This is an optimization exercise on Yosys and OpenROAD, whose aim is small area, a short achievable clock period and few clock cycles, not a production implementation. At most, simulation tests tie the RTL to the original design; equivalence was not proved. No activity file was given, so power comes from the tool's default toggle rates.

## before
## m10_numeng
module m10_numeng #(
    parameter [31:0] REF_CLK   = 32'd50000000,
    parameter [31:0] K_MS      = 32'd1000,
    parameter [31:0] K_US      = 32'd1,
    parameter [7:0]  FINE_WRAP = 8'd127
) (
    input  wire        clk,
    input  wire        rst,
    input  wire        tick,
    input  wire        cmd_valid,
    output wire        cmd_ready,
    input  wire [7:0]  cmd_op,
    input  wire [7:0]  cmd_imm,
    input  wire [31:0] cmd_arg,
    output wire        rsp_valid,
    output wire [2:0]  rsp_err,
    output wire [31:0] rsp_data,
    output wire        tx_valid,
    input  wire        tx_ready,
    output wire [7:0]  tx_data
);
    localparam integer MD_K    = 3;             
    localparam [4:0]   MD_LAST = 24 / MD_K - 1;
    localparam [6:0]   FINE_LAST = FINE_WRAP[6:0] - 7'd1;
    localparam [25:0]  NREF = REF_CLK[25:0];
    localparam [1:0] F_DEC = 2'd0;
    localparam [1:0] F_HEX = 2'd1;
    localparam [1:0] F_OCT = 2'd2;
    localparam [1:0] F_BIN = 2'd3;
    function [2:0] top8;
        input [7:0] x;
        begin
            top8[2] = |x[7:4];
            top8[1] = top8[2] ? |x[7:6] : |x[3:2];
            top8[0] = top8[2] ? (top8[1] ? x[7] : x[5]) : (top8[1] ? x[3] : x[1]);
        end
    endfunction
    function [4:0] top32;
  ...
Size in the first run: about 3800 cells after synthesis, roughly 290 flip-flops, roughly 99 I/O pins, roughly 0.025 sq mm of cells after synthesis.
clock: 6.0 ns
lec_check: 0
abc_area: 1
cap_margin: 20
core_margin: 2
core_utilization: 40
place_density: 0.6
setup_slack_margin: 2.5
slew_margin: 20
run.sh (not shown) runs the stock make flow with config.mk's settings and CLKGATE_MAP_FILE= SYNTH_SCRIPT=/design/flow/synth_recipe.tcl, a recipe that flattens the netlist after the stock synthesis.
Edits applied to the flow inputs when going from before to after:
--- a/flow/design.v
+++ b/flow/design.v
@@ -191,53 +191,32 @@
     end
     wire [2:0] tb_lo = top8({4'd0, in_anib});
     wire [4:0] tb_a = {tn_a, tb_lo[1:0]};
     wire       u8_hi    = (cmd_imm[7:4] != 4'd0);
     function [7:0] nib_bcd;
         input [3:0] n;
         nib_bcd = (n >= 4'd10) ? {4'd1, n - 4'd10} : {4'd0, n};
     endfunction
-    function [11:0] byte_bcd;
-        input [7:0] v;
-        reg   [19:0] r;
-        integer i;
-        begin
-            r = {12'd0, v};
-            for (i = 0; i < 8; i = i + 1) begin
-                if (r[11:8] >= 4'd5)  r[11:8]  = r[11:8] + 4'd3;
-                if (r[15:12] >= 4'd5) r[15:12] = r[15:12] + 4'd3;
-                r = r << 1;
-            end
-            byte_bcd = r[19:8];
-        end
-    endfunction
-    reg  [7:0] in_abyte;    
+    reg  [7:0] in_abcd;
     always @(*) begin
         case (tn_a)
-            3'd1: in_abyte = cmd_arg[7:0];    3'd2: in_abyte = cmd_arg[11:4];
-            3'd3: in_abyte = cmd_arg[15:8];   3'd4: in_abyte = cmd_arg[19:12];
-            3'd5: in_abyte = cmd_arg[23:16];  3'd6: in_abyte = cmd_arg[27:20];
-            default: in_abyte = cmd_arg[31:24];
+            3'd0: in_abcd = nib_bcd(cmd_arg[3:0]);    3'd1: in_abcd = nib_bcd(cmd_arg[7:4]);
+            3'd2: in_abcd = nib_bcd(cmd_arg[11:8]);   3'd3: in_abcd = nib_bcd(cmd_arg[15:12]);
+            3'd4: in_abcd = nib_bcd(cmd_arg[19:16]);  3'd5: in_abcd = nib_bcd(cmd_arg[23:20]);
+            3'd6: in_abcd = nib_bcd(cmd_arg[27:24]);  default: in_abcd = nib_bcd(cmd_arg[31:28]);
         endcase
     end
-    wire [11:0] in_bbcd = byte_bcd(i_u8 ? cmd_imm : in_abyte);
     wire [7:0] in_fbcd  = nib_bcd(i_u8 ? (u8_hi ? cmd_imm[7:4] : cmd_imm[3:0]) : in_anib);
     wire [2:0] in_tnib  = i_u8 ? {2'd0, u8_hi} : tn_a;
     reg  [31:0] in_low;
     always @(*)
         for (j = 0; j < 8; j = j + 1)
-            in_low[4*j +: 4] = (j + 1 < in_tnib) ? cmd_arg[4*j +: 4] : 4'd0;
-    reg  [7:0] az;          
-    always @(*) begin
-        az[0] = ~|cmd_arg[3:0];
-        for (j = 1; j < 8; j = j + 1)
-            az[j] = az[j-1] && ~|cmd_arg[4*j +: 4];
-    end
-    wire [2:0] in_nstart = (tn_n != 3'd7 && az[tn_n]) ? tn_n + 3'd1 : tn_n;
+            in_low[4*j +: 4] = (j < in_tnib) ? (i_u8 ? cmd_imm[4*j +: 4] : cmd_arg[4*j +: 4]) : 4'd0;
+    wire [2:0] in_nstart = (tn_n == 3'd7) ? 3'd7 : tn_n + 3'd1;
     reg  [39:0] in_rev;
     always @(*) begin
         in_rev[7:0] = 8'd0;
         for (j = 0; j < 8; j = j + 1)
             in_rev[4*(9-j) +: 4] = cmd_arg[4*j +: 4];
     end
     reg  [7:0] nz_t;
     always @(*)
@@ -543,24 +522,19 @@
             eg_neg <= in_neg;
             eg_nl  <= i_pl;
             eg_tb  <= tb_a;
             if (in_fmt == F_DEC && in_neg) begin
                 C       <= {8'd0, pinc(~cmd_arg, 1'b1)};
                 eq      <= in_nstart;
                 eg_done <= 1'b0;
             end else if (in_fmt == F_DEC) begin
-                if (in_tnib == 3'd0) begin
-                    C       <= {in_fbcd[3:0], in_fbcd[7:4], 32'd0};
-                    eg_done <= 1'b1;
-                end else begin
-                    C       <= {in_bbcd[3:0], in_bbcd[7:4], in_bbcd[11:8], in_low[27:0]};
-                    eq      <= in_tnib - 3'd2;
-                    eg_done <= (in_tnib == 3'd1);
-                end
+                C       <= {in_fbcd[3:0], in_fbcd[7:4], in_low};
+                eq      <= in_tnib - 3'd1;
+                eg_done <= (in_tnib == 3'd0);
             end else begin
                 C       <= in_rev;
                 eg_done <= 1'b1;
             end
         end else if (eg_dead || (eg_spec && (!cmd_valid || (p_take && !eg_ok))) || xfer) begin
             eg_act <= 1'b0;
         end else begin
             if (eg_spec && p_take)
==> comparison <==
Met2 wire length: after lower than before
after -> before: top-level port count delta 0, exact match
Re arrival time at the worst endpoint: before was higher than after.
after vs before: cell count after placement down by a few percent
Fraction of final layout cells sized beyond drive strength 1 delta for after relative to before: 17 points lower
| overall power after layout | after vs before | 0.79 mW lower |
before → after: cell area down 0.0071 sq mm, die outline area down about 2%.
Density: after sparser than before
before -> after: clock-buffer cell count decreased by more than 10%
Testbench counts of after, summed over its fixed seeds: cycles 24,389.
Function not checked in before: the RTL went through the layout flow alone.

Another version of the RTL of m10_numeng (not shown whole).
Size in the first run: roughly 3900 cells after synthesis, about 290 flip-flops, ~99 I/O pins, ~25000 sq um of cells after synthesis.
clock: 6.0 ns
lec_check: 0
abc_area: 1
cap_margin: 20
core_margin: 2
core_utilization: 40
place_density: 0.6
setup_slack_margin: 2.5
slew_margin: 20
standard.sh (not shown) runs the stock make flow with config.mk's settings and CLKGATE_MAP_FILE= SYNTH_SCRIPT=/design/flow/synth_recipe.tcl, a recipe that flattens the netlist after the stock synthesis.
==> flow/flow/run.sh <==
#!/bin/bash
# The standard layout (standard.sh: ORFS synthesis to finish, unchanged),
# except that the ports are buffered with sky130_fd_sc_hd__buf_4 instead of the
# cell buffer_ports picks by default (a slow delay buffer, clkdlybuf4s50_1,
# which the platform's footprint-matched sizing can only swap for other delay
# cells). Every input and output port still gets its own buffer.
set -euo pipefail
export BUFFER_PORTS_ARGS="-buffer_cell sky130_fd_sc_hd__buf_4"
bash standard.sh finish > standard.log 2>&1
Testbench counts at the start, summed over its fixed seeds: cycles 24,253.
==> next run, changes <==
--- a/flow/design.v
+++ b/flow/design.v
@@ -207,21 +207,15 @@
     end
     wire [7:0] in_fbcd  = nib_bcd(i_u8 ? (u8_hi ? cmd_imm[7:4] : cmd_imm[3:0]) : in_anib);
     wire [2:0] in_tnib  = i_u8 ? {2'd0, u8_hi} : tn_a;
     reg  [31:0] in_low;
     always @(*)
         for (j = 0; j < 8; j = j + 1)
             in_low[4*j +: 4] = (j < in_tnib) ? (i_u8 ? cmd_imm[4*j +: 4] : cmd_arg[4*j +: 4]) : 4'd0;
-    reg  [7:0] az;          
-    always @(*) begin
-        az[0] = ~|cmd_arg[3:0];
-        for (j = 1; j < 8; j = j + 1)
-            az[j] = az[j-1] && ~|cmd_arg[4*j +: 4];
-    end
-    wire [2:0] in_nstart = (tn_n != 3'd7 && az[tn_n]) ? tn_n + 3'd1 : tn_n;
+    wire [2:0] in_nstart = (tn_n == 3'd7) ? 3'd7 : tn_n + 3'd1;
     reg  [39:0] in_rev;
     always @(*) begin
         in_rev[7:0] = 8'd0;
         for (j = 0; j < 8; j = j + 1)
             in_rev[4*(9-j) +: 4] = cmd_arg[4*j +: 4];
     end
     reg  [7:0] nz_t;
What happened: Via count went down by 2.0%. Cell area fell by 1.0%. Critical path depth falls by 6. Setup slack is better by 0.073 ns. Synthesized area went down by 0.87%. Power drops by 2.5%. Die area falls by 0.85%. Final cell count drops by 2.6%. Clock-buffer cell count falls by 2.
Testbench counts after the change, summed over its fixed seeds: cycles 24,389.

Setup of main:
Starting RTL as in the previous note.
clock: 6.0 ns
lec_check: 0
abc_area: 1
cap_margin: 20
core_margin: 2
core_utilization: 40
place_density: 0.6
setup_slack_margin: 2.5
slew_margin: 20
run.sh (not shown) runs the stock make flow with config.mk's settings and CLKGATE_MAP_FILE= SYNTH_SCRIPT=/design/flow/synth_recipe.tcl, a recipe that flattens the netlist after the stock synthesis.
Stock flow here: none of the scripts above is used.
No stage failed in main, and the final checks on the layout all came back clean.
Testbench counts of main, summed over its fixed seeds: cycles 24,253.
diff inputs: main => the feature branch
--- a/flow/design.v
+++ b/flow/design.v
@@ -10,25 +10,25 @@
     input  wire        cmd_valid,
     output wire        cmd_ready,
     input  wire [7:0]  cmd_op,
     input  wire [7:0]  cmd_imm,
     input  wire [31:0] cmd_arg,
     output wire        rsp_valid,
     output wire [2:0]  rsp_err,
     output wire [31:0] rsp_data,
     output wire        tx_valid,
     input  wire        tx_ready,
     output wire [7:0]  tx_data
 );
-    localparam integer MD_K    = 3;             
+    localparam integer MD_K    = 2;             
     localparam [4:0]   MD_LAST = 24 / MD_K - 1;
     localparam [6:0]   FINE_LAST = FINE_WRAP[6:0] - 7'd1;
     localparam [25:0]  NREF = REF_CLK[25:0];
     localparam [1:0] F_DEC = 2'd0;
     localparam [1:0] F_HEX = 2'd1;
     localparam [1:0] F_OCT = 2'd2;
     localparam [1:0] F_BIN = 2'd3;
     function [2:0] top8;
         input [7:0] x;
         begin
             top8[2] = |x[7:4];
             top8[1] = top8[2] ? |x[7:6] : |x[3:2];
@@ -202,31 +202,25 @@
             3'd0: in_abcd = nib_bcd(cmd_arg[3:0]);    3'd1: in_abcd = nib_bcd(cmd_arg[7:4]);
             3'd2: in_abcd = nib_bcd(cmd_arg[11:8]);   3'd3: in_abcd = nib_bcd(cmd_arg[15:12]);
             3'd4: in_abcd = nib_bcd(cmd_arg[19:16]);  3'd5: in_abcd = nib_bcd(cmd_arg[23:20]);
             3'd6: in_abcd = nib_bcd(cmd_arg[27:24]);  default: in_abcd = nib_bcd(cmd_arg[31:28]);
         endcase
     end
     wire [7:0] in_fbcd  = nib_bcd(i_u8 ? (u8_hi ? cmd_imm[7:4] : cmd_imm[3:0]) : in_anib);
     wire [2:0] in_tnib  = i_u8 ? {2'd0, u8_hi} : tn_a;
     reg  [31:0] in_low;
     always @(*)
         for (j = 0; j < 8; j = j + 1)
             in_low[4*j +: 4] = (j < in_tnib) ? (i_u8 ? cmd_imm[4*j +: 4] : cmd_arg[4*j +: 4]) : 4'd0;
-    reg  [7:0] az;          
-    always @(*) begin
-        az[0] = ~|cmd_arg[3:0];
-        for (j = 1; j < 8; j = j + 1)
-            az[j] = az[j-1] && ~|cmd_arg[4*j +: 4];
-    end
-    wire [2:0] in_nstart = (tn_n != 3'd7 && az[tn_n]) ? tn_n + 3'd1 : tn_n;
+    wire [2:0] in_nstart = (tn_n == 3'd7) ? 3'd7 : tn_n + 3'd1;
     reg  [39:0] in_rev;
     always @(*) begin
         in_rev[7:0] = 8'd0;
         for (j = 0; j < 8; j = j + 1)
             in_rev[4*(9-j) +: 4] = cmd_arg[4*j +: 4];
     end
     reg  [7:0] nz_t;
     always @(*)
         for (j = 0; j < 8; j = j + 1)
             nz_t[j] = |T[4*j +: 4];
     wire [2:0] tn_t = top8(nz_t);
     reg [25:0] div_r0;
## What came out
The feature branch reached the end of the flow, and the finished layout is clean on the timing, DRC and antenna checks.
main ran to completion and came out clean on the timing, DRC and antenna checks.
The final reports for the feature branch and main show global-route usage lower in the former.
The feature branch against main: post-route worst hold slack shrank by 0.046 ns, flip-flop and latch count has remained practically unchanged, setup slack of the critical path after layout moved up.
The feature branch -> main: clock latency on the worst-skew pair flat
Compared with main, the feature branch shows a die footprint that is about 1.2% lower.
Per the comparison of the feature branch with main, wire length of the first global-routing pass shows a reduction of about 3%, routed wire length dropped 3.1 mm.
Testbench counts of the feature branch, summed over its fixed seeds: cycles 24,638.

Starting RTL as in the previous note.
// m10_numeng
module m10_numeng #(
    parameter [31:0] REF_CLK   = 32'd50000000,
    parameter [31:0] K_MS      = 32'd1000,
    parameter [31:0] K_US      = 32'd1,
    parameter [7:0]  FINE_WRAP = 8'd127
) (
    input  wire        clk,
    input  wire        rst,
    input  wire        tick,
    input  wire        cmd_valid,
    output wire        cmd_ready,
    input  wire [7:0]  cmd_op,
    input  wire [7:0]  cmd_imm,
    input  wire [31:0] cmd_arg,
    output wire        rsp_valid,
    output wire [2:0]  rsp_err,
    output wire [31:0] rsp_data,
    output wire        tx_valid,
    input  wire        tx_ready,
    output wire [7:0]  tx_data
);
clock: 6.0 ns
lec_check: 0
abc_area: 1
cap_margin: 20
core_margin: 2
core_utilization: 40
place_density: 0.6
setup_slack_margin: 2.5
slew_margin: 20
tns_end_percent: 20
Testbench counts at the start, summed over its fixed seeds: cycles 24,253.
Edit:
--- a/flow/design.v
+++ b/flow/design.v
@@ -207,21 +207,15 @@
     end
     wire [7:0] in_fbcd  = nib_bcd(i_u8 ? (u8_hi ? cmd_imm[7:4] : cmd_imm[3:0]) : in_anib);
     wire [2:0] in_tnib  = i_u8 ? {2'd0, u8_hi} : tn_a;
     reg  [31:0] in_low;
     always @(*)
         for (j = 0; j < 8; j = j + 1)
             in_low[4*j +: 4] = (j < in_tnib) ? (i_u8 ? cmd_imm[4*j +: 4] : cmd_arg[4*j +: 4]) : 4'd0;
-    reg  [7:0] az;          
-    always @(*) begin
-        az[0] = ~|cmd_arg[3:0];
-        for (j = 1; j < 8; j = j + 1)
-            az[j] = az[j-1] && ~|cmd_arg[4*j +: 4];
-    end
-    wire [2:0] in_nstart = (tn_n != 3'd7 && az[tn_n]) ? tn_n + 3'd1 : tn_n;
+    wire [2:0] in_nstart = (tn_n == 3'd7) ? 3'd7 : tn_n + 3'd1;
     reg  [39:0] in_rev;
     always @(*) begin
         in_rev[7:0] = 8'd0;
         for (j = 0; j < 8; j = j + 1)
             in_rev[4*(9-j) +: 4] = cmd_arg[4*j +: 4];
     end
     reg  [7:0] nz_t;
Die area is lower by 0.85%.
Core utilization is lower by 0.38 points.
Flip-flop and latch count stays the same.
Worst hold slack is better by 0.023 ns.
Sequential share of layout area is higher by 0.28 points.
Synthesized cell count is lower by about 2.4%.
Global-route usage is higher by 1.8 points.
Routed wire length is higher by 4.0%.
Clock-buffer cell count is lower by 2.
Total power is lower by 0.48%.
Testbench counts after the change, summed over its fixed seeds: cycles 24,389.

==> what the ideal ports hide <==
Ports are ideal in the flow. The routed layouts listed here were re-timed in OpenROAD. Step 1 sets driving cells, clkbuf_16 on the clock port and buf_2 on the other inputs (assumed; they add their load-dependent delay and slew). Step 2, shift: input delay + t, output delay - t, t = (earliest + latest rising clock arrival at the registers) / 2. This alone moves slack from input paths to output paths. Three values: ideal, step 1, step 2; two values: the first two.
| run | t (ns) | setup slack, ns | worst setup path after step 2 | clock arrival spread, ns |
|---|---|---|---|---|
| before | 0.619 | 0.758 / 0.781 / 0.162 | input to register | 0.020 / 0.021 |
| after | 0.631 | 2.479 / 2.453 / 1.970 | input to register | 0.047 / 0.047 |
| the first run of note 2 | 0.632 | 2.426 / 2.426 / 1.913 | input to register | 0.030 / 0.030 |
| the second run of note 2 | 0.637 | 2.499 / 2.499 / 1.958 | input to register | 0.031 / 0.031 |
| main | 0.624 | 2.431 / 2.431 / 1.942 | input to register | 0.045 / 0.044 |
| the feature branch | 0.623 | 2.457 / 2.457 / 1.890 | input to register | 0.038 / 0.038 |
| the first run of note 4 | 0.633 | 2.448 / 2.433 / 1.897 | input to register | 0.033 / 0.033 |
| the second run of note 4 | 0.631 | 2.491 / 2.453 / 1.947 | input to register | 0.027 / 0.027 |
After both steps every run listed still meets setup and hold. The setup slack of before, which loses most, moves by +0.023 ns with the drivers and by -0.596 ns with both steps.
